This is an optimization exercise on Yosys and OpenROAD, whose aim is small area and few clock cycles per item, not a production implementation.
No run shown here included a check of the RTL's function; only the layout flow was run.
No activity file was given, so power comes from the tool's default toggle rates.

`config.mk`:
```
export PLATFORM = sky130hd
export DESIGN_NAME = ax5031_qunit
export DESIGN_NICKNAME = ax5031_qunit
export VERILOG_FILES = /design/flow/design.v
export SDC_FILE = /design/flow/constraint.sdc
export NUM_CORES = 4
export LEC_CHECK = 0
export CAP_MARGIN = 20
export CORE_MARGIN = 2
export CORE_UTILIZATION = 40
export CTS_BUF_LIST = sky130_fd_sc_hd__clkbuf_8
export PLACE_DENSITY = 0.6
export SLEW_MARGIN = 20
export SYNTH_HIERARCHICAL = 1
export SYNTH_MINIMUM_KEEP_SIZE = 0
```
`constraint.sdc`:
```
create_clock -name core_clock -period 10.0 [get_ports {clk}]
set_input_delay 2.0000 -clock core_clock [delete_from_list [all_inputs] [get_ports {clk}]]
set_output_delay 2.0000 -clock core_clock [all_outputs]
set_load 0.01 [all_outputs]
```
`design.v`:
```
module ax5031_qunit (
    input  wire        clk,
    input  wire        rst,
    input  wire        in_valid,
    output wire        in_ready,
    input  wire [31:0] in_v,
    output reg         out_valid,
    input  wire        out_ready,
    output wire [32:0] out_q
);
    wire [31:0] nv = ~in_v;
    wire [32:0] q;
    reg  [32:0] q_r;
    assign in_ready = !out_valid || out_ready;
    assign out_q    = q_r;
    always @(posedge clk) begin
        if (rst)
            out_valid <= 1'b0;
        else if (in_ready)
            out_valid <= in_valid;
        if (in_ready && in_valid)
            q_r <= q;
    end
    wire w1, w2;
    qha p3h1 (.a(in_v[1]), .b(in_v[0]), .s(w1), .co(w2));
    wire w3, w4;
    qfa p3f1 (.a(in_v[2]), .b(in_v[1]), .c(w2), .s(w3), .co(w4));
    wire w5, w6;
    qfa p3f2 (.a(in_v[3]), .b(in_v[2]), .c(w4), .s(w5), .co(w6));
    wire w7, w8;
    qfa p3f3 (.a(in_v[4]), .b(in_v[3]), .c(w6), .s(w7), .co(w8));
    wire w9, w10;
    qha p3h2 (.a(in_v[5]), .b(in_v[4]), .s(w9), .co(w10));
    wire w11, w12;
    qfa p3f4 (.a(in_v[6]), .b(in_v[5]), .c(w10), .s(w11), .co(w12));
    wire w13, w14;
    qfa p3f5 (.a(in_v[7]), .b(in_v[6]), .c(w12), .s(w13), .co(w14));
    wire w15, w16;
    qfa p3f6 (.a(in_v[8]), .b(in_v[7]), .c(w14), .s(w15), .co(w16));
    wire w17, w18;
    qha p3h3 (.a(in_v[9]), .b(in_v[8]), .s(w17), .co(w18));
    wire w19, w20;
    qfa p3f7 (.a(in_v[10]), .b(in_v[9]), .c(w18), .s(w19), .co(w20));
    wire w21, w22;
    qfa p3f8 (.a(in_v[11]), .b(in_v[10]), .c(w20), .s(w21), .co(w22));
    wire w23, w24;
    qfa p3f9 (.a(in_v[12]), .b(in_v[11]), .c(w22), .s(w23), .co(w24));
    wire w25, w26;
    qha p3h4 (.a(in_v[13]), .b(in_v[12]), .s(w25), .co(w26));
    wire w27, w28;
    qfa p3f10 (.a(in_v[14]), .b(in_v[13]), .c(w26), .s(w27), .co(w28));
    wire w29, w30;
    qfa p3f11 (.a(in_v[15]), .b(in_v[14]), .c(w28), .s(w29), .co(w30));
    wire w31, w32;
    qfa p3f12 (.a(in_v[16]), .b(in_v[15]), .c(w30), .s(w31), .co(w32));
    wire w33, w34;
    qha p3h5 (.a(in_v[17]), .b(in_v[16]), .s(w33), .co(w34));
    wire w35, w36;
    qfa p3f13 (.a(in_v[18]), .b(in_v[17]), .c(w34), .s(w35), .co(w36));
    wire w37, w38;
    qfa p3f14 (.a(in_v[19]), .b(in_v[18]), .c(w36), .s(w37), .co(w38));
    wire w39, w40;
    qfa p3f15 (.a(in_v[20]), .b(in_v[19]), .c(w38), .s(w39), .co(w40));
    wire w41, w42;
    qha p3h6 (.a(in_v[21]), .b(in_v[20]), .s(w41), .co(w42));
    wire w43, w44;
    qfa p3f16 (.a(in_v[22]), .b(in_v[21]), .c(w42), .s(w43), .co(w44));
    wire w45, w46;
    qfa p3f17 (.a(in_v[23]), .b(in_v[22]), .c(w44), .s(w45), .co(w46));
    wire w47, w48;
    qfa p3f18 (.a(in_v[24]), .b(in_v[23]), .c(w46), .s(w47), .co(w48));
    wire w49, w50;
    qha p3h7 (.a(in_v[25]), .b(in_v[24]), .s(w49), .co(w50));
    wire w51, w52;
    qfa p3f19 (.a(in_v[26]), .b(in_v[25]), .c(w50), .s(w51), .co(w52));
    wire w53, w54;
    qfa p3f20 (.a(in_v[27]), .b(in_v[26]), .c(w52), .s(w53), .co(w54));
    wire w55, w56;
    qfa p3f21 (.a(in_v[28]), .b(in_v[27]), .c(w54), .s(w55), .co(w56));
    wire w57, w58;
    qha p3h8 (.a(in_v[29]), .b(in_v[28]), .s(w57), .co(w58));
    wire w59, w60;
    qfa p3f22 (.a(in_v[30]), .b(in_v[29]), .c(w58), .s(w59), .co(w60));
    wire w61, w62;
    qfa p3f23 (.a(in_v[31]), .b(in_v[30]), .c(w60), .s(w61), .co(w62));
    wire w63, w64;
    qha p3h9 (.a(in_v[31]), .b(w62), .s(w63), .co(w64));
    wire w65 = ~in_v[0];
    wire w66 = ~w1;
    wire w67 = ~w3;
    wire w68 = ~w5;
    wire w69 = ~w7;
    wire w70 = ~w9;
    wire w71 = ~w11;
    wire w72 = ~w13;
    wire w73 = ~w15;
    wire w74 = ~w17;
    wire w75 = ~w19;
    wire w76 = ~w21;
    wire w77 = ~w23;
    wire w78 = ~w25;
    wire w79 = ~w27;
    wire w80 = ~w29;
    wire w81 = ~w31;
    wire w82 = ~w33;
    wire w83 = ~w35;
    wire w84 = ~w37;
    wire w85 = ~w39;
    wire w86 = ~w41;
    wire w87 = ~w43;
    wire w88 = ~w45;
    wire w89 = ~w47;
    wire w90 = ~w49;
    wire w91 = ~w51;
    wire w92 = ~w53;
    wire w93 = ~w55;
    wire w94 = ~w57;
    wire w95 = ~w59;
    wire w96 = ~w61;
    wire w97 = ~w63;
    wire w98 = ~w64;
    wire w99 = ~w8;
    wire w100 = ~w16;
    wire w101 = ~w24;
    wire w102 = ~w32;
    wire w103 = ~w40;
    wire w104 = ~w48;
    wire w105 = ~w56;
    wire w106, w107;
    qxnor cx1 (.a(in_v[0]), .b(in_v[16]), .y(w106));
    qor co1 (.a(in_v[0]), .b(in_v[16]), .y(w107));
    wire w108, w109;
    qfa f24 (.a(in_v[18]), .b(in_v[23]), .c(in_v[26]), .s(w108), .co(w109));
    wire w110, w111;
    qfa f25 (.a(in_v[28]), .b(w78), .c(w108), .s(w110), .co(w111));
    wire w112, w113;
    qfa f26 (.a(w106), .b(w11), .c(w110), .s(w112), .co(w113));
    wire w114, w115;
    qfa f27 (.a(in_v[1]), .b(in_v[17]), .c(in_v[19]), .s(w114), .co(w115));
    wire w116, w117;
    qfa f28 (.a(in_v[24]), .b(in_v[27]), .c(in_v[29]), .s(w116), .co(w117));
    wire w118, w119;
    qfa f29 (.a(w109), .b(w114), .c(w116), .s(w118), .co(w119));
    wire w120, w121;
    qfa f30 (.a(w107), .b(w79), .c(w111), .s(w120), .co(w121));
    wire w122, w123;
    qfa f31 (.a(w118), .b(w13), .c(w113), .s(w122), .co(w123));
    wire w124, w125;
    qfa f32 (.a(in_v[2]), .b(in_v[18]), .c(in_v[20]), .s(w124), .co(w125));
    wire w126, w127;
    qfa f33 (.a(in_v[25]), .b(in_v[28]), .c(in_v[30]), .s(w126), .co(w127));
    wire w128, w129;
    qfa f34 (.a(w115), .b(w117), .c(w124), .s(w128), .co(w129));
    wire w130, w131;
    qfa f35 (.a(w126), .b(w119), .c(w128), .s(w130), .co(w131));
    wire w132, w133;
    qfa f36 (.a(w80), .b(w121), .c(w130), .s(w132), .co(w133));
    wire w134, w135;
    qfa f37 (.a(w15), .b(w123), .c(w132), .s(w134), .co(w135));
    wire w136, w137;
    qfa f38 (.a(in_v[3]), .b(in_v[19]), .c(in_v[21]), .s(w136), .co(w137));
    wire w138, w139;
    qfa f39 (.a(in_v[26]), .b(in_v[29]), .c(in_v[31]), .s(w138), .co(w139));
    wire w140, w141;
    qfa f40 (.a(w17), .b(w125), .c(w127), .s(w140), .co(w141));
    wire w142, w143;
    qfa f41 (.a(w136), .b(w138), .c(w129), .s(w142), .co(w143));
    wire w144, w145;
    qfa f42 (.a(w140), .b(w131), .c(w142), .s(w144), .co(w145));
    wire w146, w147;
    qfa f43 (.a(w16), .b(w81), .c(w144), .s(w146), .co(w147));
    wire w148, w149;
    qfa f44 (.a(w133), .b(w135), .c(w146), .s(w148), .co(w149));
    wire w150, w151;
    qxnor cx2 (.a(in_v[4]), .b(in_v[20]), .y(w150));
    qor co2 (.a(in_v[4]), .b(in_v[20]), .y(w151));
    wire w152, w153;
    qfa f45 (.a(in_v[22]), .b(in_v[27]), .c(in_v[30]), .s(w152), .co(w153));
    wire w154, w155;
    qfa f46 (.a(w137), .b(w139), .c(w82), .s(w154), .co(w155));
    wire w156, w157;
    qfa f47 (.a(w152), .b(w150), .c(w19), .s(w156), .co(w157));
    wire w158, w159;
    qfa f48 (.a(w141), .b(w154), .c(w156), .s(w158), .co(w159));
    wire w160, w161;
    qfa f49 (.a(w143), .b(w102), .c(w158), .s(w160), .co(w161));
    wire w162, w163;
    qfa f50 (.a(w145), .b(w160), .c(w147), .s(w162), .co(w163));
    wire w164, w165;
    qxnor cx3 (.a(in_v[0]), .b(in_v[5]), .y(w164));
    qor co3 (.a(in_v[0]), .b(in_v[5]), .y(w165));
    wire w166, w167;
    qfa f51 (.a(in_v[21]), .b(in_v[23]), .c(in_v[28]), .s(w166), .co(w167));
    wire w168, w169;
    qfa f52 (.a(in_v[31]), .b(w153), .c(w166), .s(w168), .co(w169));
    wire w170, w171;
    qfa f53 (.a(w151), .b(w164), .c(w83), .s(w170), .co(w171));
    wire w172, w173;
    qfa f54 (.a(w155), .b(w168), .c(w157), .s(w172), .co(w173));
    wire w174, w175;
    qfa f55 (.a(w21), .b(w170), .c(w159), .s(w174), .co(w175));
    wire w176, w177;
    qfa f56 (.a(w172), .b(w161), .c(w174), .s(w176), .co(w177));
    wire w178, w179;
    qxnor cx4 (.a(in_v[1]), .b(in_v[6]), .y(w178));
    qor co4 (.a(in_v[1]), .b(in_v[6]), .y(w179));
    wire w180, w181;
    qfa f57 (.a(in_v[22]), .b(in_v[24]), .c(in_v[29]), .s(w180), .co(w181));
    wire w182, w183;
    qfa f58 (.a(w167), .b(w180), .c(w165), .s(w182), .co(w183));
    wire w184, w185;
    qfa f59 (.a(w178), .b(w169), .c(w182), .s(w184), .co(w185));
    wire w186, w187;
    qfa f60 (.a(w171), .b(w84), .c(w184), .s(w186), .co(w187));
    wire w188, w189;
    qfa f61 (.a(w173), .b(w23), .c(w186), .s(w188), .co(w189));
    wire w190, w191;
    qfa f62 (.a(w175), .b(w188), .c(w177), .s(w190), .co(w191));
    wire w192, w193;
    qxnor cx5 (.a(in_v[2]), .b(in_v[7]), .y(w192));
    qor co5 (.a(in_v[2]), .b(in_v[7]), .y(w193));
    wire w194, w195;
    qfa f63 (.a(in_v[23]), .b(in_v[25]), .c(in_v[30]), .s(w194), .co(w195));
    wire w196, w197;
    qfa f64 (.a(w25), .b(w181), .c(w194), .s(w196), .co(w197));
    wire w198, w199;
    qfa f65 (.a(w179), .b(w192), .c(w183), .s(w198), .co(w199));
    wire w200, w201;
    qfa f66 (.a(w196), .b(w185), .c(w198), .s(w200), .co(w201));
    wire w202, w203;
    qfa f67 (.a(w24), .b(w85), .c(w187), .s(w202), .co(w203));
    wire w204, w205;
    qfa f68 (.a(w200), .b(w189), .c(w202), .s(w204), .co(w205));
    wire w206, w207;
    qxnor cx6 (.a(nv[0]), .b(in_v[3]), .y(w206));
    qor co6 (.a(nv[0]), .b(in_v[3]), .y(w207));
    wire w208, w209;
    qfa f69 (.a(in_v[8]), .b(in_v[24]), .c(in_v[26]), .s(w208), .co(w209));
    wire w210, w211;
    qfa f70 (.a(in_v[31]), .b(w195), .c(w86), .s(w210), .co(w211));
    wire w212, w213;
    qfa f71 (.a(w208), .b(w193), .c(w206), .s(w212), .co(w213));
    wire w214, w215;
    qfa f72 (.a(w27), .b(w197), .c(w210), .s(w214), .co(w215));
    wire w216, w217;
    qfa f73 (.a(w212), .b(w199), .c(w214), .s(w216), .co(w217));
    wire w218, w219;
    qfa f74 (.a(w103), .b(w201), .c(w216), .s(w218), .co(w219));
    wire w220, w221;
    qfa f75 (.a(w203), .b(w218), .c(w205), .s(w220), .co(w221));
    wire w222, w223;
    qxnor cx7 (.a(nv[1]), .b(in_v[4]), .y(w222));
    qor co7 (.a(nv[1]), .b(in_v[4]), .y(w223));
    wire w224, w225;
    qfa f76 (.a(in_v[9]), .b(in_v[25]), .c(in_v[27]), .s(w224), .co(w225));
    wire w226, w227;
    qfa f77 (.a(w209), .b(w224), .c(w207), .s(w226), .co(w227));
    wire w228, w229;
    qfa f78 (.a(w222), .b(w87), .c(w211), .s(w228), .co(w229));
    wire w230, w231;
    qfa f79 (.a(w226), .b(w213), .c(w29), .s(w230), .co(w231));
    wire w232, w233;
    qfa f80 (.a(w215), .b(w228), .c(w230), .s(w232), .co(w233));
    wire w234, w235;
    qfa f81 (.a(w217), .b(w232), .c(w219), .s(w234), .co(w235));
    wire w236, w237;
    qxnor cx8 (.a(nv[2]), .b(in_v[5]), .y(w236));
    qor co8 (.a(nv[2]), .b(in_v[5]), .y(w237));
    wire w238, w239;
    qfa f82 (.a(in_v[10]), .b(in_v[26]), .c(in_v[28]), .s(w238), .co(w239));
    wire w240, w241;
    qfa f83 (.a(w225), .b(w238), .c(w223), .s(w240), .co(w241));
    wire w242, w243;
    qfa f84 (.a(w236), .b(w227), .c(w240), .s(w242), .co(w243));
    wire w244, w245;
    qfa f85 (.a(w229), .b(w88), .c(w242), .s(w244), .co(w245));
    wire w246, w247;
    qfa f86 (.a(w31), .b(w231), .c(w244), .s(w246), .co(w247));
    wire w248, w249;
    qfa f87 (.a(w233), .b(w246), .c(w235), .s(w248), .co(w249));
    wire w250, w251;
    qfa f88 (.a(nv[3]), .b(in_v[6]), .c(in_v[11]), .s(w250), .co(w251));
    wire w252, w253;
    qfa f89 (.a(in_v[27]), .b(in_v[29]), .c(w65), .s(w252), .co(w253));
    wire w254, w255;
    qfa f90 (.a(w33), .b(w239), .c(w250), .s(w254), .co(w255));
    wire w256, w257;
    qfa f91 (.a(w237), .b(w252), .c(w241), .s(w256), .co(w257));
    wire w258, w259;
    qfa f92 (.a(w254), .b(w243), .c(w256), .s(w258), .co(w259));
    wire w260, w261;
    qfa f93 (.a(w32), .b(w89), .c(w245), .s(w260), .co(w261));
    wire w262, w263;
    qfa f94 (.a(w258), .b(w247), .c(w260), .s(w262), .co(w263));
    wire w264, w265;
    qxnor cx9 (.a(nv[4]), .b(in_v[7]), .y(w264));
    qor co9 (.a(nv[4]), .b(in_v[7]), .y(w265));
    wire w266, w267;
    qfa f95 (.a(in_v[12]), .b(in_v[28]), .c(in_v[30]), .s(w266), .co(w267));
    wire w268, w269;
    qfa f96 (.a(w251), .b(w66), .c(w90), .s(w268), .co(w269));
    wire w270, w271;
    qfa f97 (.a(w266), .b(w253), .c(w264), .s(w270), .co(w271));
    wire w272, w273;
    qfa f98 (.a(w35), .b(w255), .c(w268), .s(w272), .co(w273));
    wire w274, w275;
    qfa f99 (.a(w270), .b(w257), .c(w272), .s(w274), .co(w275));
    wire w276, w277;
    qfa f100 (.a(w104), .b(w259), .c(w274), .s(w276), .co(w277));
    wire w278, w279;
    qfa f101 (.a(w261), .b(w276), .c(w263), .s(w278), .co(w279));
    wire w280, w281;
    qxnor cx10 (.a(nv[5]), .b(in_v[8]), .y(w280));
    qor co10 (.a(nv[5]), .b(in_v[8]), .y(w281));
    wire w282, w283;
    qfa f102 (.a(in_v[13]), .b(in_v[29]), .c(in_v[31]), .s(w282), .co(w283));
    wire w284, w285;
    qfa f103 (.a(w267), .b(w282), .c(w265), .s(w284), .co(w285));
    wire w286, w287;
    qfa f104 (.a(w280), .b(w67), .c(w91), .s(w286), .co(w287));
    wire w288, w289;
    qfa f105 (.a(w269), .b(w284), .c(w271), .s(w288), .co(w289));
    wire w290, w291;
    qfa f106 (.a(w37), .b(w273), .c(w286), .s(w290), .co(w291));
    wire w292, w293;
    qfa f107 (.a(w288), .b(w275), .c(w290), .s(w292), .co(w293));
    wire w294, w295;
    qfa f108 (.a(w277), .b(w292), .c(w279), .s(w294), .co(w295));
    wire w296, w297;
    qxnor cx11 (.a(nv[6]), .b(in_v[9]), .y(w296));
    qor co11 (.a(nv[6]), .b(in_v[9]), .y(w297));
    wire w298, w299;
    qfa f109 (.a(in_v[14]), .b(in_v[30]), .c(w283), .s(w298), .co(w299));
    wire w300, w301;
    qfa f110 (.a(w281), .b(w296), .c(w298), .s(w300), .co(w301));
    wire w302, w303;
    qfa f111 (.a(w285), .b(w287), .c(w68), .s(w302), .co(w303));
    wire w304, w305;
    qfa f112 (.a(w92), .b(w300), .c(w289), .s(w304), .co(w305));
    wire w306, w307;
    qfa f113 (.a(w39), .b(w291), .c(w302), .s(w306), .co(w307));
    wire w308, w309;
    qfa f114 (.a(w304), .b(w293), .c(w306), .s(w308), .co(w309));
    wire w310, w311;
    qxnor cx12 (.a(nv[7]), .b(in_v[10]), .y(w310));
    qor co12 (.a(nv[7]), .b(in_v[10]), .y(w311));
    wire w312, w313;
    qfa f115 (.a(in_v[15]), .b(in_v[31]), .c(w41), .s(w312), .co(w313));
    wire w314, w315;
    qfa f116 (.a(w297), .b(w310), .c(w299), .s(w314), .co(w315));
    wire w316, w317;
    qfa f117 (.a(w312), .b(w314), .c(w301), .s(w316), .co(w317));
    wire w318, w319;
    qfa f118 (.a(w40), .b(w69), .c(w93), .s(w318), .co(w319));
    wire w320, w321;
    qfa f119 (.a(w303), .b(w316), .c(w305), .s(w320), .co(w321));
    wire w322, w323;
    qfa f120 (.a(w307), .b(w318), .c(w320), .s(w322), .co(w323));
    wire w324, w325;
    qfa f121 (.a(nv[8]), .b(in_v[11]), .c(in_v[16]), .s(w324), .co(w325));
    wire w326, w327;
    qfa f122 (.a(w70), .b(w94), .c(w324), .s(w326), .co(w327));
    wire w328, w329;
    qfa f123 (.a(w311), .b(w43), .c(w313), .s(w328), .co(w329));
    wire w330, w331;
    qfa f124 (.a(w326), .b(w315), .c(w328), .s(w330), .co(w331));
    wire w332, w333;
    qfa f125 (.a(w99), .b(w105), .c(w317), .s(w332), .co(w333));
    wire w334, w335;
    qfa f126 (.a(w330), .b(w319), .c(w332), .s(w334), .co(w335));
    wire w336, w337;
    qfa f127 (.a(w321), .b(w334), .c(w323), .s(w336), .co(w337));
    wire w338, w339;
    qfa f128 (.a(nv[0]), .b(nv[9]), .c(in_v[12]), .s(w338), .co(w339));
    wire w340, w341;
    qfa f129 (.a(in_v[17]), .b(w325), .c(w338), .s(w340), .co(w341));
    wire w342, w343;
    qfa f130 (.a(w71), .b(w95), .c(w327), .s(w342), .co(w343));
    wire w344, w345;
    qfa f131 (.a(w340), .b(w329), .c(w45), .s(w344), .co(w345));
    wire w346, w347;
    qfa f132 (.a(w342), .b(w331), .c(w344), .s(w346), .co(w347));
    wire w348, w349;
    qfa f133 (.a(w333), .b(w346), .c(w335), .s(w348), .co(w349));
    wire w350, w351;
    qxnor cx13 (.a(nv[1]), .b(nv[10]), .y(w350));
    qor co13 (.a(nv[1]), .b(nv[10]), .y(w351));
    wire w352, w353;
    qfa f134 (.a(in_v[13]), .b(in_v[18]), .c(w339), .s(w352), .co(w353));
    wire w354, w355;
    qfa f135 (.a(w350), .b(w341), .c(w352), .s(w354), .co(w355));
    wire w356, w357;
    qfa f136 (.a(w72), .b(w96), .c(w343), .s(w356), .co(w357));
    wire w358, w359;
    qfa f137 (.a(w354), .b(w47), .c(w345), .s(w358), .co(w359));
    wire w360, w361;
    qfa f138 (.a(w356), .b(w347), .c(w358), .s(w360), .co(w361));
    wire w362, w363;
    qxnor cx14 (.a(nv[2]), .b(nv[11]), .y(w362));
    qor co14 (.a(nv[2]), .b(nv[11]), .y(w363));
    wire w364, w365;
    qfa f139 (.a(in_v[14]), .b(in_v[19]), .c(w49), .s(w364), .co(w365));
    wire w366, w367;
    qfa f140 (.a(w351), .b(w362), .c(w353), .s(w366), .co(w367));
    wire w368, w369;
    qfa f141 (.a(w364), .b(w366), .c(w355), .s(w368), .co(w369));
    wire w370, w371;
    qfa f142 (.a(w48), .b(w97), .c(w73), .s(w370), .co(w371));
    wire w372, w373;
    qfa f143 (.a(w357), .b(w368), .c(w359), .s(w372), .co(w373));
    wire w374, w375;
    qfa f144 (.a(w370), .b(w361), .c(w372), .s(w374), .co(w375));
    wire w376, w377;
    qfa f145 (.a(nv[3]), .b(nv[12]), .c(in_v[15]), .s(w376), .co(w377));
    wire w378, w379;
    qfa f146 (.a(in_v[20]), .b(w74), .c(w376), .s(w378), .co(w379));
    wire w380, w381;
    qfa f147 (.a(w363), .b(w51), .c(w365), .s(w380), .co(w381));
    wire w382, w383;
    qfa f148 (.a(w378), .b(w367), .c(w380), .s(w382), .co(w383));
    wire w384, w385;
    qfa f149 (.a(w98), .b(w100), .c(w369), .s(w384), .co(w385));
    wire w386, w387;
    qfa f150 (.a(w382), .b(w371), .c(w384), .s(w386), .co(w387));
    wire w388, w389;
    qfa f151 (.a(w373), .b(w386), .c(w375), .s(w388), .co(w389));
    wire w390, w391;
    qfa f152 (.a(nv[4]), .b(nv[13]), .c(in_v[16]), .s(w390), .co(w391));
    wire w392, w393;
    qfa f153 (.a(in_v[21]), .b(w377), .c(w390), .s(w392), .co(w393));
    wire w394, w395;
    qfa f154 (.a(w75), .b(w379), .c(w392), .s(w394), .co(w395));
    wire w396, w397;
    qfa f155 (.a(w381), .b(w53), .c(w394), .s(w396), .co(w397));
    wire w398, w399;
    qfa f156 (.a(w383), .b(w396), .c(w385), .s(w398), .co(w399));
    wire w400, w401;
    qfa f157 (.a(w387), .b(w398), .c(w389), .s(w400), .co(w401));
    wire w402, w403;
    qxnor cx15 (.a(nv[5]), .b(nv[14]), .y(w402));
    qor co15 (.a(nv[5]), .b(nv[14]), .y(w403));
    wire w404, w405;
    qfa f158 (.a(in_v[17]), .b(in_v[22]), .c(w391), .s(w404), .co(w405));
    wire w406, w407;
    qfa f159 (.a(w402), .b(w393), .c(w404), .s(w406), .co(w407));
    wire w408, w409;
    qfa f160 (.a(w76), .b(w395), .c(w406), .s(w408), .co(w409));
    wire w410, w411;
    qfa f161 (.a(w55), .b(w408), .c(w397), .s(w410), .co(w411));
    wire w412, w413;
    qfa f162 (.a(w410), .b(w399), .c(w401), .s(w412), .co(w413));
    wire w414, w415;
    qxnor cx16 (.a(nv[6]), .b(nv[15]), .y(w414));
    qor co16 (.a(nv[6]), .b(nv[15]), .y(w415));
    wire w416, w417;
    qfa f163 (.a(in_v[18]), .b(in_v[23]), .c(w57), .s(w416), .co(w417));
    wire w418, w419;
    qfa f164 (.a(w403), .b(w414), .c(w405), .s(w418), .co(w419));
    wire w420, w421;
    qfa f165 (.a(w416), .b(w418), .c(w407), .s(w420), .co(w421));
    wire w422, w423;
    qfa f166 (.a(w56), .b(w77), .c(w409), .s(w422), .co(w423));
    wire w424, w425;
    qfa f167 (.a(w420), .b(w411), .c(w422), .s(w424), .co(w425));
    wire w426, w427;
    qfa f168 (.a(nv[7]), .b(nv[16]), .c(in_v[19]), .s(w426), .co(w427));
    wire w428, w429;
    qfa f169 (.a(in_v[24]), .b(w78), .c(w426), .s(w428), .co(w429));
    wire w430, w431;
    qfa f170 (.a(w415), .b(w59), .c(w417), .s(w430), .co(w431));
    wire w432, w433;
    qfa f171 (.a(w428), .b(w419), .c(w430), .s(w432), .co(w433));
    wire w434, w435;
    qfa f172 (.a(w101), .b(w421), .c(w432), .s(w434), .co(w435));
    wire w436, w437;
    qfa f173 (.a(w423), .b(w434), .c(w425), .s(w436), .co(w437));
    wire w438, w439;
    qxnor cx17 (.a(nv[8]), .b(nv[17]), .y(w438));
    qor co17 (.a(nv[8]), .b(nv[17]), .y(w439));
    wire w440, w441;
    qfa f174 (.a(in_v[20]), .b(in_v[25]), .c(w427), .s(w440), .co(w441));
    wire w442, w443;
    qfa f175 (.a(w438), .b(w79), .c(w429), .s(w442), .co(w443));
    wire w444, w445;
    qfa f176 (.a(w440), .b(w431), .c(w61), .s(w444), .co(w445));
    wire w446, w447;
    qfa f177 (.a(w442), .b(w433), .c(w444), .s(w446), .co(w447));
    wire w448, w449;
    qfa f178 (.a(w435), .b(w446), .c(w437), .s(w448), .co(w449));
    wire w450, w451;
    qxnor cx18 (.a(nv[9]), .b(nv[18]), .y(w450));
    qor co18 (.a(nv[9]), .b(nv[18]), .y(w451));
    wire w452, w453;
    qfa f179 (.a(in_v[21]), .b(in_v[26]), .c(w439), .s(w452), .co(w453));
    wire w454, w455;
    qfa f180 (.a(w450), .b(w441), .c(w452), .s(w454), .co(w455));
    wire w456, w457;
    qfa f181 (.a(w80), .b(w443), .c(w454), .s(w456), .co(w457));
    wire w458, w459;
    qfa f182 (.a(w63), .b(w445), .c(w456), .s(w458), .co(w459));
    wire w460, w461;
    qfa f183 (.a(w447), .b(w458), .c(w449), .s(w460), .co(w461));
    wire w462, w463;
    qxnor cx19 (.a(nv[10]), .b(nv[19]), .y(w462));
    qor co19 (.a(nv[10]), .b(nv[19]), .y(w463));
    wire w464, w465;
    qfa f184 (.a(in_v[22]), .b(in_v[27]), .c(w451), .s(w464), .co(w465));
    wire w466, w467;
    qfa f185 (.a(w462), .b(w453), .c(w464), .s(w466), .co(w467));
    wire w468, w469;
    qfa f186 (.a(w64), .b(w455), .c(w466), .s(w468), .co(w469));
    wire w470, w471;
    qfa f187 (.a(w81), .b(w457), .c(w468), .s(w470), .co(w471));
    wire w472, w473;
    qfa f188 (.a(w459), .b(w470), .c(w461), .s(w472), .co(w473));
    wire w474, w475;
    qfa f189 (.a(nv[11]), .b(nv[20]), .c(in_v[23]), .s(w474), .co(w475));
    wire w476, w477;
    qfa f190 (.a(in_v[28]), .b(w82), .c(w474), .s(w476), .co(w477));
    wire w478, w479;
    qfa f191 (.a(w463), .b(w465), .c(w476), .s(w478), .co(w479));
    wire w480, w481;
    qfa f192 (.a(w467), .b(w478), .c(w102), .s(w480), .co(w481));
    wire w482, w483;
    qfa f193 (.a(w469), .b(w480), .c(w471), .s(w482), .co(w483));
    wire w484, w485;
    qxnor cx20 (.a(nv[12]), .b(nv[21]), .y(w484));
    qor co20 (.a(nv[12]), .b(nv[21]), .y(w485));
    wire w486, w487;
    qfa f194 (.a(in_v[24]), .b(in_v[29]), .c(w475), .s(w486), .co(w487));
    wire w488, w489;
    qfa f195 (.a(w484), .b(w83), .c(w477), .s(w488), .co(w489));
    wire w490, w491;
    qfa f196 (.a(w486), .b(w479), .c(w488), .s(w490), .co(w491));
    wire w492, w493;
    qfa f197 (.a(w490), .b(w481), .c(w483), .s(w492), .co(w493));
    wire w494, w495;
    qxnor cx21 (.a(nv[13]), .b(nv[22]), .y(w494));
    qor co21 (.a(nv[13]), .b(nv[22]), .y(w495));
    wire w496, w497;
    qfa f198 (.a(in_v[25]), .b(in_v[30]), .c(w485), .s(w496), .co(w497));
    wire w498, w499;
    qfa f199 (.a(w494), .b(w487), .c(w496), .s(w498), .co(w499));
    wire w500, w501;
    qfa f200 (.a(w84), .b(w489), .c(w498), .s(w500), .co(w501));
    wire w502, w503;
    qfa f201 (.a(w491), .b(w500), .c(w493), .s(w502), .co(w503));
    wire w504, w505;
    qxnor cx22 (.a(nv[14]), .b(nv[23]), .y(w504));
    qor co22 (.a(nv[14]), .b(nv[23]), .y(w505));
    wire w506, w507;
    qfa f202 (.a(in_v[26]), .b(in_v[31]), .c(w495), .s(w506), .co(w507));
    wire w508, w509;
    qfa f203 (.a(w504), .b(w497), .c(w506), .s(w508), .co(w509));
    wire w510, w511;
    qfa f204 (.a(w499), .b(w508), .c(w85), .s(w510), .co(w511));
    wire w512, w513;
    qfa f205 (.a(w501), .b(w510), .c(w503), .s(w512), .co(w513));
    wire w514, w515;
    qfa f206 (.a(nv[15]), .b(nv[24]), .c(in_v[27]), .s(w514), .co(w515));
    wire w516, w517;
    qfa f207 (.a(w86), .b(w514), .c(w505), .s(w516), .co(w517));
    wire w518, w519;
    qfa f208 (.a(w507), .b(w516), .c(w509), .s(w518), .co(w519));
    wire w520, w521;
    qfa f209 (.a(w103), .b(w518), .c(w511), .s(w520), .co(w521));
    wire w522, w523;
    qxnor cx23 (.a(nv[16]), .b(nv[25]), .y(w522));
    qor co23 (.a(nv[16]), .b(nv[25]), .y(w523));
    wire w524, w525;
    qfa f210 (.a(in_v[28]), .b(w515), .c(w522), .s(w524), .co(w525));
    wire w526, w527;
    qfa f211 (.a(w87), .b(w517), .c(w524), .s(w526), .co(w527));
    wire w528, w529;
    qfa f212 (.a(w526), .b(w519), .c(w521), .s(w528), .co(w529));
    wire w530, w531;
    qxnor cx24 (.a(nv[17]), .b(nv[26]), .y(w530));
    qor co24 (.a(nv[17]), .b(nv[26]), .y(w531));
    wire w532, w533;
    qfa f213 (.a(in_v[29]), .b(w523), .c(w530), .s(w532), .co(w533));
    wire w534, w535;
    qfa f214 (.a(w525), .b(w532), .c(w88), .s(w534), .co(w535));
    wire w536, w537;
    qfa f215 (.a(w527), .b(w534), .c(w529), .s(w536), .co(w537));
    wire w538, w539;
    qxnor cx25 (.a(nv[18]), .b(nv[27]), .y(w538));
    qor co25 (.a(nv[18]), .b(nv[27]), .y(w539));
    wire w540, w541;
    qfa f216 (.a(in_v[30]), .b(w531), .c(w538), .s(w540), .co(w541));
    wire w542, w543;
    qfa f217 (.a(w533), .b(w540), .c(w89), .s(w542), .co(w543));
    wire w544, w545;
    qfa f218 (.a(w535), .b(w542), .c(w537), .s(w544), .co(w545));
    wire w546, w547;
    qfa f219 (.a(nv[19]), .b(nv[28]), .c(in_v[31]), .s(w546), .co(w547));
    wire w548, w549;
    qfa f220 (.a(w90), .b(w546), .c(w539), .s(w548), .co(w549));
    wire w550, w551;
    qfa f221 (.a(w548), .b(w541), .c(w104), .s(w550), .co(w551));
    wire w552, w553;
    qfa f222 (.a(w550), .b(w543), .c(w545), .s(w552), .co(w553));
    wire w554, w555;
    qxnor cx26 (.a(nv[20]), .b(nv[29]), .y(w554));
    qor co26 (.a(nv[20]), .b(nv[29]), .y(w555));
    wire w556, w557;
    qfa f223 (.a(w547), .b(w554), .c(w91), .s(w556), .co(w557));
    wire w558, w559;
    qfa f224 (.a(w549), .b(w556), .c(w551), .s(w558), .co(w559));
    wire w560, w561;
    qxnor cx27 (.a(nv[21]), .b(nv[30]), .y(w560));
    qor co27 (.a(nv[21]), .b(nv[30]), .y(w561));
    wire w562, w563;
    qfa f225 (.a(w555), .b(w560), .c(w557), .s(w562), .co(w563));
    wire w564, w565;
    qfa f226 (.a(w92), .b(w562), .c(w559), .s(w564), .co(w565));
    wire w566, w567;
    qxnor cx28 (.a(nv[22]), .b(nv[31]), .y(w566));
    qor co28 (.a(nv[22]), .b(nv[31]), .y(w567));
    wire w568, w569;
    qfa f227 (.a(w561), .b(w566), .c(w563), .s(w568), .co(w569));
    wire w570, w571;
    qfa f228 (.a(w93), .b(w568), .c(w565), .s(w570), .co(w571));
    wire w572, w573;
    qxnor cx29 (.a(nv[23]), .b(w94), .y(w572));
    qor co29 (.a(nv[23]), .b(w94), .y(w573));
    wire w574, w575;
    qfa f229 (.a(w567), .b(w572), .c(w105), .s(w574), .co(w575));
    wire w576, w577;
    qfa f230 (.a(w574), .b(w569), .c(w571), .s(w576), .co(w577));
    wire w578, w579;
    qfa f231 (.a(nv[24]), .b(w95), .c(w573), .s(w578), .co(w579));
    wire w580, w581;
    qfa f232 (.a(w578), .b(w575), .c(w577), .s(w580), .co(w581));
    wire w582, w583;
    qxnor cx30 (.a(nv[25]), .b(w96), .y(w582));
    qor co30 (.a(nv[25]), .b(w96), .y(w583));
    wire w584, w585;
    qfa f233 (.a(w579), .b(w582), .c(w581), .s(w584), .co(w585));
    wire w586, w587;
    qxnor cx31 (.a(nv[26]), .b(w97), .y(w586));
    qor co31 (.a(nv[26]), .b(w97), .y(w587));
    wire w588, w589;
    qfa f234 (.a(w583), .b(w586), .c(w585), .s(w588), .co(w589));
    wire w590, w591;
    qxnor cx32 (.a(nv[27]), .b(w98), .y(w590));
    qor co32 (.a(nv[27]), .b(w98), .y(w591));
    wire w592, w593;
    qfa f235 (.a(w590), .b(w587), .c(w589), .s(w592), .co(w593));
    wire w594, w595;
    qfa f236 (.a(nv[28]), .b(w591), .c(w593), .s(w594), .co(w595));
    wire w596, w597;
    qxnor cx33 (.a(nv[29]), .b(w595), .y(w596));
    qor co33 (.a(nv[29]), .b(w595), .y(w597));
    wire w598, w599;
    qxnor cx34 (.a(nv[30]), .b(w597), .y(w598));
    qor co34 (.a(nv[30]), .b(w597), .y(w599));
    wire w600, w601;
    qxnor cx35 (.a(nv[31]), .b(w599), .y(w600));
    qor co35 (.a(nv[31]), .b(w599), .y(w601));
    wire [49:0] ra = {w601, w600, w598, w596, w594, w592, w588, w584, w580, w576, w570, w564, w558, w552, w544, w536, w528, w520, w512, w502, w492, w482, w472, w460, w448, w436, w424, w412, w400, w388, w374, w360, w348, w336, w309, w308, w294, w278, w262, w248, w234, w220, w204, w190, w176, w149, w148, w134, w120, w112};
    wire [49:0] rb = {1'b0, 1'b0, 1'b0, 1'b0, 1'b0, 1'b0, 1'b0, 1'b0, 1'b0, 1'b0, 1'b0, 1'b0, w553, 1'b0, 1'b0, 1'b0, 1'b0, w513, 1'b0, 1'b0, 1'b0, w473, 1'b0, 1'b0, 1'b0, 1'b0, w413, 1'b0, 1'b0, 1'b0, 1'b0, w349, w337, 1'b0, w322, w295, 1'b0, 1'b0, w249, 1'b0, w221, 1'b0, w191, 1'b0, w163, w162, 1'b0, 1'b0, w122, w101};
    wire [49:0] sum;
    wire l1c0 = ra[0] & rb[0];
    wire l1c1;
    qmaj lm1_1 (.a(ra[1]), .b(rb[1]), .c(l1c0), .y(l1c1));
    wire l1c2 = ra[2] & l1c1;
    wire l1c3 = ra[3] & l1c2;
    wire l1c4;
    qmaj lm1_4 (.a(ra[4]), .b(rb[4]), .c(l1c3), .y(l1c4));
    wire l1c5;
    qmaj lm1_5 (.a(ra[5]), .b(rb[5]), .c(l1c4), .y(l1c5));
    wire l2z6 = ra[6] & rb[6];
    wire l2o6 = ra[6] | rb[6];
    wire l2z7, l2o7;
    qmaj lz2_7 (.a(ra[7]), .b(rb[7]), .c(l2z6), .y(l2z7));
    qmaj lo2_7 (.a(ra[7]), .b(rb[7]), .c(l2o6), .y(l2o7));
    wire l2z8 = ra[8] & l2z7;
    wire l2o8 = ra[8] & l2o7;
    wire l2z9, l2o9;
    qmaj lz2_9 (.a(ra[9]), .b(rb[9]), .c(l2z8), .y(l2z9));
    qmaj lo2_9 (.a(ra[9]), .b(rb[9]), .c(l2o8), .y(l2o9));
    wire l2z10 = ra[10] & l2z9;
    wire l2o10 = ra[10] & l2o9;
    wire l2z11, l2o11;
    qmaj lz2_11 (.a(ra[11]), .b(rb[11]), .c(l2z10), .y(l2z11));
    qmaj lo2_11 (.a(ra[11]), .b(rb[11]), .c(l2o10), .y(l2o11));
    wire lc2 = l2z11 | (l1c5 & l2o11);
    wire l3z12 = ra[12] & rb[12];
    wire l3o12 = ra[12] | rb[12];
    wire l3z13 = ra[13] & l3z12;
    wire l3o13 = ra[13] & l3o12;
    wire l3z14, l3o14;
    qmaj lz3_14 (.a(ra[14]), .b(rb[14]), .c(l3z13), .y(l3z14));
    qmaj lo3_14 (.a(ra[14]), .b(rb[14]), .c(l3o13), .y(l3o14));
    wire l3z15, l3o15;
    qmaj lz3_15 (.a(ra[15]), .b(rb[15]), .c(l3z14), .y(l3z15));
    qmaj lo3_15 (.a(ra[15]), .b(rb[15]), .c(l3o14), .y(l3o15));
    wire l3z16 = ra[16] & l3z15;
    wire l3o16 = ra[16] & l3o15;
    wire lc3 = l3z16 | (lc2 & l3o16);
    wire b4s17, b4c17;
    qha bh4_17 (.a(ra[17]), .b(rb[17]), .s(b4s17), .co(b4c17));
    wire b4s18, b4c18;
    qfa bf4_18 (.a(ra[18]), .b(rb[18]), .c(b4c17), .s(b4s18), .co(b4c18));
    wire b4s19, b4c19;
    qha bh4_19 (.a(ra[19]), .b(b4c18), .s(b4s19), .co(b4c19));
    wire b4s20, b4c20;
    qha bh4_20 (.a(ra[20]), .b(b4c19), .s(b4s20), .co(b4c20));
    wire b4s21, b4c21;
    qha bh4_21 (.a(ra[21]), .b(b4c20), .s(b4s21), .co(b4c21));
    assign sum[17] = b4s17 ^ lc3;
    assign sum[18] = b4s18 ^ (lc3 & b4s17);
    wire b4p18 = b4s17 & b4s18;
    assign sum[19] = b4s19 ^ (lc3 & b4p18);
    wire b4p19 = b4p18 & b4s19;
    assign sum[20] = b4s20 ^ (lc3 & b4p19);
    wire b4p20 = b4p19 & b4s20;
    assign sum[21] = b4s21 ^ (lc3 & b4p20);
    wire b4p21 = b4p20 & b4s21;
    wire bc4 = b4c21 | (lc3 & b4p21);
    wire b5s22 = ra[22];
    wire b5s23, b5c23;
    qha bh5_23 (.a(ra[23]), .b(rb[23]), .s(b5s23), .co(b5c23));
    wire b5s24, b5c24;
    qha bh5_24 (.a(ra[24]), .b(b5c23), .s(b5s24), .co(b5c24));
    wire b5s25, b5c25;
    qha bh5_25 (.a(ra[25]), .b(b5c24), .s(b5s25), .co(b5c25));
    wire b5s26, b5c26;
    qha bh5_26 (.a(ra[26]), .b(b5c25), .s(b5s26), .co(b5c26));
    assign sum[22] = b5s22 ^ bc4;
    assign sum[23] = b5s23 ^ (bc4 & b5s22);
    wire b5p23 = b5s22 & b5s23;
    assign sum[24] = b5s24 ^ (bc4 & b5p23);
    wire b5p24 = b5p23 & b5s24;
    assign sum[25] = b5s25 ^ (bc4 & b5p24);
    wire b5p25 = b5p24 & b5s25;
    assign sum[26] = b5s26 ^ (bc4 & b5p25);
    wire b5p26 = b5p25 & b5s26;
    wire bc5 = b5c26 | (bc4 & b5p26);
    wire b6s27 = ra[27];
    wire b6s28, b6c28;
    qha bh6_28 (.a(ra[28]), .b(rb[28]), .s(b6s28), .co(b6c28));
    wire b6s29, b6c29;
    qha bh6_29 (.a(ra[29]), .b(b6c28), .s(b6s29), .co(b6c29));
    wire b6s30, b6c30;
    qha bh6_30 (.a(ra[30]), .b(b6c29), .s(b6s30), .co(b6c30));
    wire b6s31, b6c31;
    qha bh6_31 (.a(ra[31]), .b(b6c30), .s(b6s31), .co(b6c31));
    assign sum[27] = b6s27 ^ bc5;
    assign sum[28] = b6s28 ^ (bc5 & b6s27);
    wire b6p28 = b6s27 & b6s28;
    assign sum[29] = b6s29 ^ (bc5 & b6p28);
    wire b6p29 = b6p28 & b6s29;
    assign sum[30] = b6s30 ^ (bc5 & b6p29);
    wire b6p30 = b6p29 & b6s30;
    assign sum[31] = b6s31 ^ (bc5 & b6p30);
    wire b6p31 = b6p30 & b6s31;
    wire bc6 = b6c31 | (bc5 & b6p31);
    wire b7s32, b7c32;
    qha bh7_32 (.a(ra[32]), .b(rb[32]), .s(b7s32), .co(b7c32));
    wire b7s33, b7c33;
    qha bh7_33 (.a(ra[33]), .b(b7c32), .s(b7s33), .co(b7c33));
    wire b7s34, b7c34;
    qha bh7_34 (.a(ra[34]), .b(b7c33), .s(b7s34), .co(b7c34));
    wire b7s35, b7c35;
    qha bh7_35 (.a(ra[35]), .b(b7c34), .s(b7s35), .co(b7c35));
    wire b7s36, b7c36;
    qha bh7_36 (.a(ra[36]), .b(b7c35), .s(b7s36), .co(b7c36));
    assign sum[32] = b7s32 ^ bc6;
    assign sum[33] = b7s33 ^ (bc6 & b7s32);
    wire b7p33 = b7s32 & b7s33;
    assign sum[34] = b7s34 ^ (bc6 & b7p33);
    wire b7p34 = b7p33 & b7s34;
    assign sum[35] = b7s35 ^ (bc6 & b7p34);
    wire b7p35 = b7p34 & b7s35;
    assign sum[36] = b7s36 ^ (bc6 & b7p35);
    wire b7p36 = b7p35 & b7s36;
    wire bc7 = b7c36 | (bc6 & b7p36);
    wire b8s37, b8c37;
    qha bh8_37 (.a(ra[37]), .b(rb[37]), .s(b8s37), .co(b8c37));
    wire b8s38, b8c38;
    qha bh8_38 (.a(ra[38]), .b(b8c37), .s(b8s38), .co(b8c38));
    wire b8s39, b8c39;
    qha bh8_39 (.a(ra[39]), .b(b8c38), .s(b8s39), .co(b8c39));
    wire b8s40, b8c40;
    qha bh8_40 (.a(ra[40]), .b(b8c39), .s(b8s40), .co(b8c40));
    wire b8s41, b8c41;
    qha bh8_41 (.a(ra[41]), .b(b8c40), .s(b8s41), .co(b8c41));
    assign sum[37] = b8s37 ^ bc7;
    assign sum[38] = b8s38 ^ (bc7 & b8s37);
    wire b8p38 = b8s37 & b8s38;
    assign sum[39] = b8s39 ^ (bc7 & b8p38);
    wire b8p39 = b8p38 & b8s39;
    assign sum[40] = b8s40 ^ (bc7 & b8p39);
    wire b8p40 = b8p39 & b8s40;
    assign sum[41] = b8s41 ^ (bc7 & b8p40);
    wire b8p41 = b8p40 & b8s41;
    wire bc8 = b8c41 | (bc7 & b8p41);
    wire b9s42 = ra[42];
    wire b9s43 = ra[43];
    wire b9s44 = ra[44];
    wire b9s45 = ra[45];
    assign sum[42] = b9s42 ^ bc8;
    assign sum[43] = b9s43 ^ (bc8 & b9s42);
    wire b9p43 = b9s42 & b9s43;
    assign sum[44] = b9s44 ^ (bc8 & b9p43);
    wire b9p44 = b9p43 & b9s44;
    assign sum[45] = b9s45 ^ (bc8 & b9p44);
    wire b9p45 = b9p44 & b9s45;
    wire bc9 = bc8 & b9p45;
    wire b10s46 = ra[46];
    wire b10s47 = ra[47];
    wire b10s48 = ra[48];
    wire b10s49 = ra[49];
    assign sum[46] = b10s46 ^ bc9;
    assign sum[47] = b10s47 ^ (bc9 & b10s46);
    wire b10p47 = b10s46 & b10s47;
    assign sum[48] = b10s48 ^ (bc9 & b10p47);
    wire b10p48 = b10p47 & b10s48;
    assign sum[49] = b10s49 ^ (bc9 & b10p48);
    wire b10p49 = b10p48 & b10s49;
    wire bc10 = bc9 & b10p49;
    assign q = ~sum[49:17];
endmodule
module qfa (input wire a, input wire b, input wire c, output wire s, output wire co);
    assign s  = a ^ b ^ c;
    assign co = (a & b) | (a & c) | (b & c);
endmodule
module qha (input wire a, input wire b, output wire s, output wire co);
    assign s  = a ^ b;
    assign co = a & b;
endmodule
module qmaj (input wire a, input wire b, input wire c, output wire y);
    assign y = (a & b) | (a & c) | (b & c);
endmodule
module qxnor (input wire a, input wire b, output wire y);
    assign y = ~(a ^ b);
endmodule
module qor (input wire a, input wire b, output wire y);
    assign y = a | b;
endmodule
```
`flow/run.sh`:
```
#!/bin/bash
# The standard layout (the standard.sh), with the ports buffered by the
# smallest buffer cell instead of ORFS's default choice.
set -euo pipefail
export BUFFER_PORTS_ARGS="-buffer_cell sky130_fd_sc_hd__buf_1"
bash standard.sh > standard_flow.log 2>&1
```
`standard.sh`:
```
#!/bin/bash
# synth_recipe.tcl (not shown) runs the flow's synth.tcl, then flattens the netlist and writes it again
# the make line also repeats each setting of config.mk as NAME=value (left out here)
make -C /OpenROAD-flow-scripts/flow DESIGN_CONFIG=/design/flow/config.mk WORK_HOME=/design/flow/orfs CLKGATE_MAP_FILE= SYNTH_SCRIPT=/design/flow/synth_recipe.tcl "${@:-finish}"
```
==> impl_metrics.toml, run 1 <==
[outcome]
status = "no timing/DRC/antenna violations"

[power_and_ir_drop]
power_frac_comb_pct = 85.5
p_per_area_nw_per_um2 = 403.3
leakage_uw = 0.003375
switchingPower_uw = 1662
netSwitchingFraction_pct = 47.63
power_frac_seq_pct = 10.9
ir_drop_v = 0.0001791
clock_power_share_pct = 3.5
p_int_uw = 1827

[global_route]
grt_overflow_total = 0
grt_pass1_wl_um = 32180
grt_max_degree = 34
antenna_found_initial = 0
grt_pass1_vias = 5500
grt_use_total_pct = 22.02

[sta]
maxSlewViolCount = 0
period_minus_slack_ns = 9.207
final-hold-violation-count = 0
setup_tns_ns = 0
post-route-period-util_pct = 92.07
holdWs_ns = 0.5237
rsz0062_at_grt = "false"
tightest_slew_ns = 0.9574
fin_worst_skew_ns = 0.005840
relSlewSlack_pct = 36.17
finalSetupViolCount = 0
fmaxAchievable_ghz = 0.1086

[clock_tree]
htreeDepth = 2
postCtsSetupBuffers = 0
worstSkewPairLatency_ns = 0.29
root_buffer = "clkbuf_8"
tritoncts = "done"
cts_resized = 0
numCtsBuffers = 5
cts_buffer_depth = 2
holdBufCountCts = 0
cts.sinks = 34
clk_pin_slew_worst_paths_ns = 0.07

[layout]
syn2layout_area_growth_pct = 10.68
diodes = 0
drive_gt1_share_pct = 7.176
nFillCells = 1787
final_nets = 965
seq_area_um2 = 1011
multiInputGateArea_um2 = 6497

[placement]
port_buffers = 70
gp_congestion = 1.024
hpwl_um = 19130

[synthesis]
syn_inst = 559
yosysMostFrequentCell = "fa_1"
yosysSeqAreaShare_pct = 12.93
ys.flop_type = "edfxtp_1"
synth-seq-cells = 34
netlist_area_um2 = 7816
synth_area_leaders = "fa_1 61%, edfxtp_1 13%, ha_1 6.1%, xnor2_1 6.1%, inv_1 4.0%"
synth_common_cells = "237 x fa_1, 83 x inv_1, 54 x xnor2_1"
yosysWarnings = 7
synth_edf_count = 33
yosysTopAreaCell = "fa_1"
netlist.area_leader.share_pct = 60.70
synth_cell_type_count = 34
syn_area_per_cell_um2 = 13.98
async_flop_share_pct = 0

[worst_setup_path]
crit_arrival_ns = 9.24
path_max_fanout = 6
crit_path_start_kind = "primary input"
crit_slowest_cell = "fa_1"
worstPathRequired_ns = 10.04
cp_common_cell = "fa_1"
crit_path_end_kind = "flop"
cp_num_buf_inv = 2
cp_top_family = "adder cells"
max_stage_delay_ns = 0.54
crit_chain = "buf_1, inv_1, fa_1, fa_1, fa_1, fa_1, fa_1, fa_1, fa_1, fa_1, fa_1, fa_1, ha_1, ha_1, ha_1, ha_1, and3_1, nand3_1, or3_4, o21ai_4, a31oi_4, nor4b_2, xnor2_1"
crit_type = "primary input to flop"

[floorplanning]
die_area_um2 = 20670
die_w_um = 143.8
coreArea_um2 = 19330
die_y_um = 143.8
io_pins = 71
start_util_pct = 40.43
row_count = 51

[job]
cap_viol_max_count = 0

[detailed_routing]
drc = 0
wl_per_cell_um = 22.52
ant_nets = 0
totalWireLength_um = 20720
dr.pass1.iters = 4
drt_iter0_markers = 249
num_vias = 4557
vias_per_cell = 4.953

[worst_hold_path]
worstHoldPathType = "flop to flop"
[kinds of logic (layout without fill, tap and decap cells)]
kind of cell    count (synthesis)  after routing  synth area share [%]
flops                          34             34                 12.93
fa+ha+maj                     288            288                 68.66
other cells                     1              2               0.04798
xor+xnor                       61             61                 6.835
compound gates                 10             10                 1.377
buf+inv                        83            178                 3.986
simple gates                   82             82                 6.163
[cell usage in the layout (no fill, tap or decap), types with 2 or more instances in the layout]
cell	instances
and3_2	2
clkinv_2	2
nand2_1	10
conb_1	2
buf_4	17
nand4_1	2
inv_1	83
nand3_1	7
fa_1	237
and3_1	4
a31oi_4	2
and2_1	6
maj3_2	13
xnor2_1	54
or2_1	35
ha_1	38
xor2_1	7
clkbuf_8	5
edfxtp_1	33
buf_1	70
nor2_1	8
[layer usage]
metal | share of wire [%] | track usage [%] | routed length (um) | vias up
li1 | - | - | - | 1917
met1 | 40 | 28.95 | 8256 | 2434
met2 | 50 | 37.09 | 10260 | 181
met3 | 8.2 | 4.598 | 1692 | 25
met4 | 2.4 | 6.295 | 501 | 0
met5 | 0 | 0 | 0 | -
[final cells by class]
class | count | share of cell area [%]
multi-input cells | 443 | 75.11
flip-flops and latches | 34 | 11.69
repair buffers | 87 | 4.513
well taps | 265 | 3.833
inverters | 83 | 3.601
clock buffers | 5 | 0.7955
clock inverters | 3 | 0.4628
[tightest hold or removal path: stages (launching register included)]
cell and delay, ns:
dfxtp_1 0.31, nand2b_1 0.10, a21oi_1 0.07
[stage by stage]
stage | area, um^2 | utilization [%] | instances | setup slack [ns] | power, uW
detailed placement | 8542 | 44.18 | 912 | 0.4058 | 3403
global route | 8651 | 44.74 | 920 | 0.4609 | 3933
global placement | 8542 | 44.18 | 912 | 0.6510 | 3339
finish | 8651 | 44.74 | 920 | 0.7933 | 3489
CTS | 8651 | 44.74 | 920 | 0.7244 | 3555
floorplan | 7820 | - | 560 | 1.403 | 2606
[power by group through the flow]
stage / registers [uW] / clock network [uW] / logic (uW)
floorplan: 423 / 0 / 2180
global placement: 386 / 0 / 2950
detailed placement: 386 / 0 / 3020
CTS: 384 / 127 / 3040
global route: 391 / 132 / 3410
finish: 382 / 123 / 2980
[path summary, 6_finish.rpt]
path | start | endpoint | slack [ns] | cells past startpoint
setup / recovery | in_v[13] | q_r[32] | 0.79 | 23
hold / removal | out_valid | out_valid | 0.52 | 2
setup reg to reg | out_valid | q_r[11] | 8.72 | 3
hold reg to reg | out_valid | out_valid | 0.52 | 2
[flip-flops by register name (all words and copies together), names as in the netlist]
signal / cells
out_valid: 1
q_r: 33
[per-module statistics from Yosys, one instance, submodules excluded]
module	times used	area, um^2
qfa	237	20.02
qxnor	35	8.758
qha	31	12.51
ax5031_qunit	1	2012
qor	35	6.256
qmaj	13	11.26
==> run 2: changes to the inputs <==
--- a/config.mk
+++ b/config.mk
@@ -10,4 +10,5 @@
 export CORE_UTILIZATION = 40
 export CTS_BUF_LIST = sky130_fd_sc_hd__clkbuf_8
+export GPL_TIMING_DRIVEN = 0
 export PLACE_DENSITY = 0.6
 export SLEW_MARGIN = 20
==> run 2 against run 1 <==
Cell area shrank 1.6%. Via count shrank 2.2%. Cell count shrank 1.8%.
==> impl_metrics.toml, run 2 <==
[power_and_ir_drop]
clock_power_share_pct = 3.1
p_int_uw = 1775
power_frac_seq_pct = 11.3
leakage_uw = 0.003286
netSwitchingFraction_pct = 47.54
ir_drop_v = 0.0001742
power_frac_comb_pct = 85.6
switchingPower_uw = 1609
p_per_area_nw_per_um2 = 397.5

[clock_tree]
root_buffer = "clkbuf_8"
tritoncts = "done"
postCtsSetupBuffers = 0
cts_resized = 0
cts.sinks = 34
clk_pin_slew_worst_paths_ns = 0.07
numCtsBuffers = 5
htreeDepth = 2
cts_buffer_depth = 2
holdBufCountCts = 0
worstSkewPairLatency_ns = 0.29

[worst_setup_path]
crit_path_start_kind = "primary input"
cp_top_family = "adder cells"
max_stage_delay_ns = 0.60
cp_num_buf_inv = 2
worstPathRequired_ns = 10.04
crit_arrival_ns = 9.44
crit_slowest_cell = "fa_1"
crit_path_end_kind = "flop"
crit_chain = "buf_1, inv_1, fa_1, fa_1, fa_1, fa_1, fa_1, fa_1, fa_1, fa_1, fa_1, fa_1, ha_1, ha_1, ha_1, ha_1, and3_1, nand3_1, or3_4, o21ai_4, a31oi_4, nor4b_2, xnor2_1"
path_max_fanout = 7
crit_type = "primary input to flop"
cp_common_cell = "fa_1"

[synthesis]
syn_area_per_cell_um2 = 13.98
yosysMostFrequentCell = "fa_1"
synth_area_leaders = "fa_1 61%, edfxtp_1 13%, ha_1 6.1%, xnor2_1 6.1%, inv_1 4.0%"
yosysWarnings = 7
synth_cell_type_count = 34
netlist_area_um2 = 7816
async_flop_share_pct = 0
netlist.area_leader.share_pct = 60.70
synth_common_cells = "237 x fa_1, 83 x inv_1, 54 x xnor2_1"
ys.flop_type = "edfxtp_1"
yosysSeqAreaShare_pct = 12.93
synth-seq-cells = 34
synth_edf_count = 33
syn_inst = 559
yosysTopAreaCell = "fa_1"

[detailed_routing]
vias_per_cell = 4.937
wl_per_cell_um = 21.68
drt_iter0_markers = 233
dr.pass1.iters = 4
num_vias = 4458
ant_nets = 0
drc = 0
totalWireLength_um = 19580

[floorplanning]
die_w_um = 143.8
die_y_um = 143.8
row_count = 51
die_area_um2 = 20670
start_util_pct = 40.43
coreArea_um2 = 19330
io_pins = 71

[sta]
maxSlewViolCount = 0
tightest_slew_ns = 1.112
fin_worst_skew_ns = 0.007117
fmaxAchievable_ghz = 0.1064
final-hold-violation-count = 0
period_minus_slack_ns = 9.395
post-route-period-util_pct = 93.95
rsz0062_at_grt = "false"
finalSetupViolCount = 0
relSlewSlack_pct = 25.85
setup_tns_ns = 0

[outcome]
status = "no timing/DRC/antenna violations"

[job]
cap_viol_max_count = 0

[worst_hold_path]
worstHoldPathType = "flop to flop"

[global_route]
grt_overflow_total = 0
grt_pass1_vias = 5391
grt_use_total_pct = 20.79
grt_pass1_wl_um = 30560
antenna_found_initial = 0
grt_max_degree = 34

[placement]
port_buffers = 70
gp_congestion = 1.001
hpwl_um = 17620

[layout]
largest_reg_flops = 33
syn2layout_area_growth_pct = 8.900
top_regs = "q_r (33), out_valid (1)"
utilization_pct = 44.02
nFillCells = 1782
layout_commonest_cell = "fa_1"
layout_common_cells = "237 x fa_1, 83 x inv_1, 69 x buf_1"
diodes = 0
drive_gt1_share_pct = 5.016
top_register = "q_r"
final_nets = 948
-- run 2: tightest hold or removal path, stage by stage, from the launching register on --
cell,delay (ns)
dfxtp_1,0.31
nand2b_1,0.09
a21oi_1,0.07
-- run 2: cell families (layout without fill, tap and decap cells) --
group                      Yosys count  count (layout)  share of synthesized area (%)
buffers and inverters               83             161                          3.986
adders and majority gates          288             288                          68.66
other                                1               2                        0.04798
AOI/OAI and AO/OA                   10              10                          1.377
and+or+nand+nor                     82              82                          6.163
xor gates and xnor gates            61              61                          6.835
DFF                                 34              34                          12.93
-- run 2: final cells by class --
cell class              instances  area [um^2]  area share [%]
clock buffers                   6        82.58          0.9702
flip-flops and latches         34         1011           11.88
inverters                      83        311.5           3.660
repair buffers                 70        264.0           3.102
clock inverters                 2        12.51          0.1470
well taps                     265        331.6           3.895
multi-input cells             443         6499           76.35
-- run 2: metrics by stage --
step / instance area (um^2) / setup WS (ns) / std cells / hold slack [ns] / power, uW
after floorplan: 7820 / 1.403 / 560 / 0.5930 / 2606
after global placement: 8414 / 0.3455 / 895 / 0.4982 / 3223
after detailed placement: 8416 / 0.2584 / 895 / 0.5040 / 3315
after CTS: 8511 / 0.5875 / 903 / 0.5130 / 3451
after global routing: 8512 / 0.3045 / 903 / 0.5720 / 3853
final: 8512 / 0.6054 / 903 / 0.5119 / 3384
-- run 2: layer usage --
layer	track usage, %	vias to the layer above	wire length [um]
li1	-	1883	-
met1	27.15	2336	7766
met2	34.36	202	9370
met3	4.532	37	1783
met4	7.482	0	654
met5	0	-	0
-- run 2: power by group through the flow --
stage               clock (uW)  combinational (uW)  sequential [uW]
floorplan                    0                2180              423
global placement             0                2840              384
detailed placement           0                2930              386
CTS                        110                2960              383
global route               116                3350              389
finish                     106                2900              381
-- run 2: per-module statistics from Yosys, one instance, submodules excluded --
module	copies in the design	flops+latches	cells inside	area, um^2
qor	35	0	1	6.256
qfa	237	0	1	20.02
ax5031_qunit	1	34	208	2012
qha	31	0	1	12.51
qxnor	35	0	1	8.758
qmaj	13	0	1	11.26
-- run 2: worst paths after layout --
kind,startpoint,endpoint,slack [ns],cells after the start
worst max-delay path,in_v[4],q_r[32],0.61,23
worst min-delay path,out_valid,out_valid,0.51,2
worst max register to register,out_valid,q_r[19],8.56,2
worst min register to register,out_valid,out_valid,0.51,2

-- separate check: timing with driven ports --
The results above use ideal ports. As a check the final layouts listed here were re-extracted and re-timed, cells and wires unchanged. Step 1 sets driving cells, clkbuf_16 on the clock port and buf_2 on the other inputs (assumed; they add their load-dependent delay and slew). Step 2 adds t to the input delays and takes it off the output delays; t is the mean of the earliest and latest rising clock arrival at the registers after step 1. Input paths then give back, and output paths get back, about the clock's delay inside the block. a / b / c = no drivers / after step 1 / after step 2; a / b = the first two.
| run | shift t [ns] | slack for setup (ns) | worst setup path after step 2 |
|---|---|---|---|
| run 1 | 0.320 | 0.793 / 0.798 / 0.478 | input to register |
| run 2 | 0.316 | 0.605 / 0.607 / 0.291 | input to register |
After both steps every run listed still meets setup and hold. The setup slack of run 1, which loses most, moves by +0.005 ns with the drivers and by -0.315 ns with both steps.
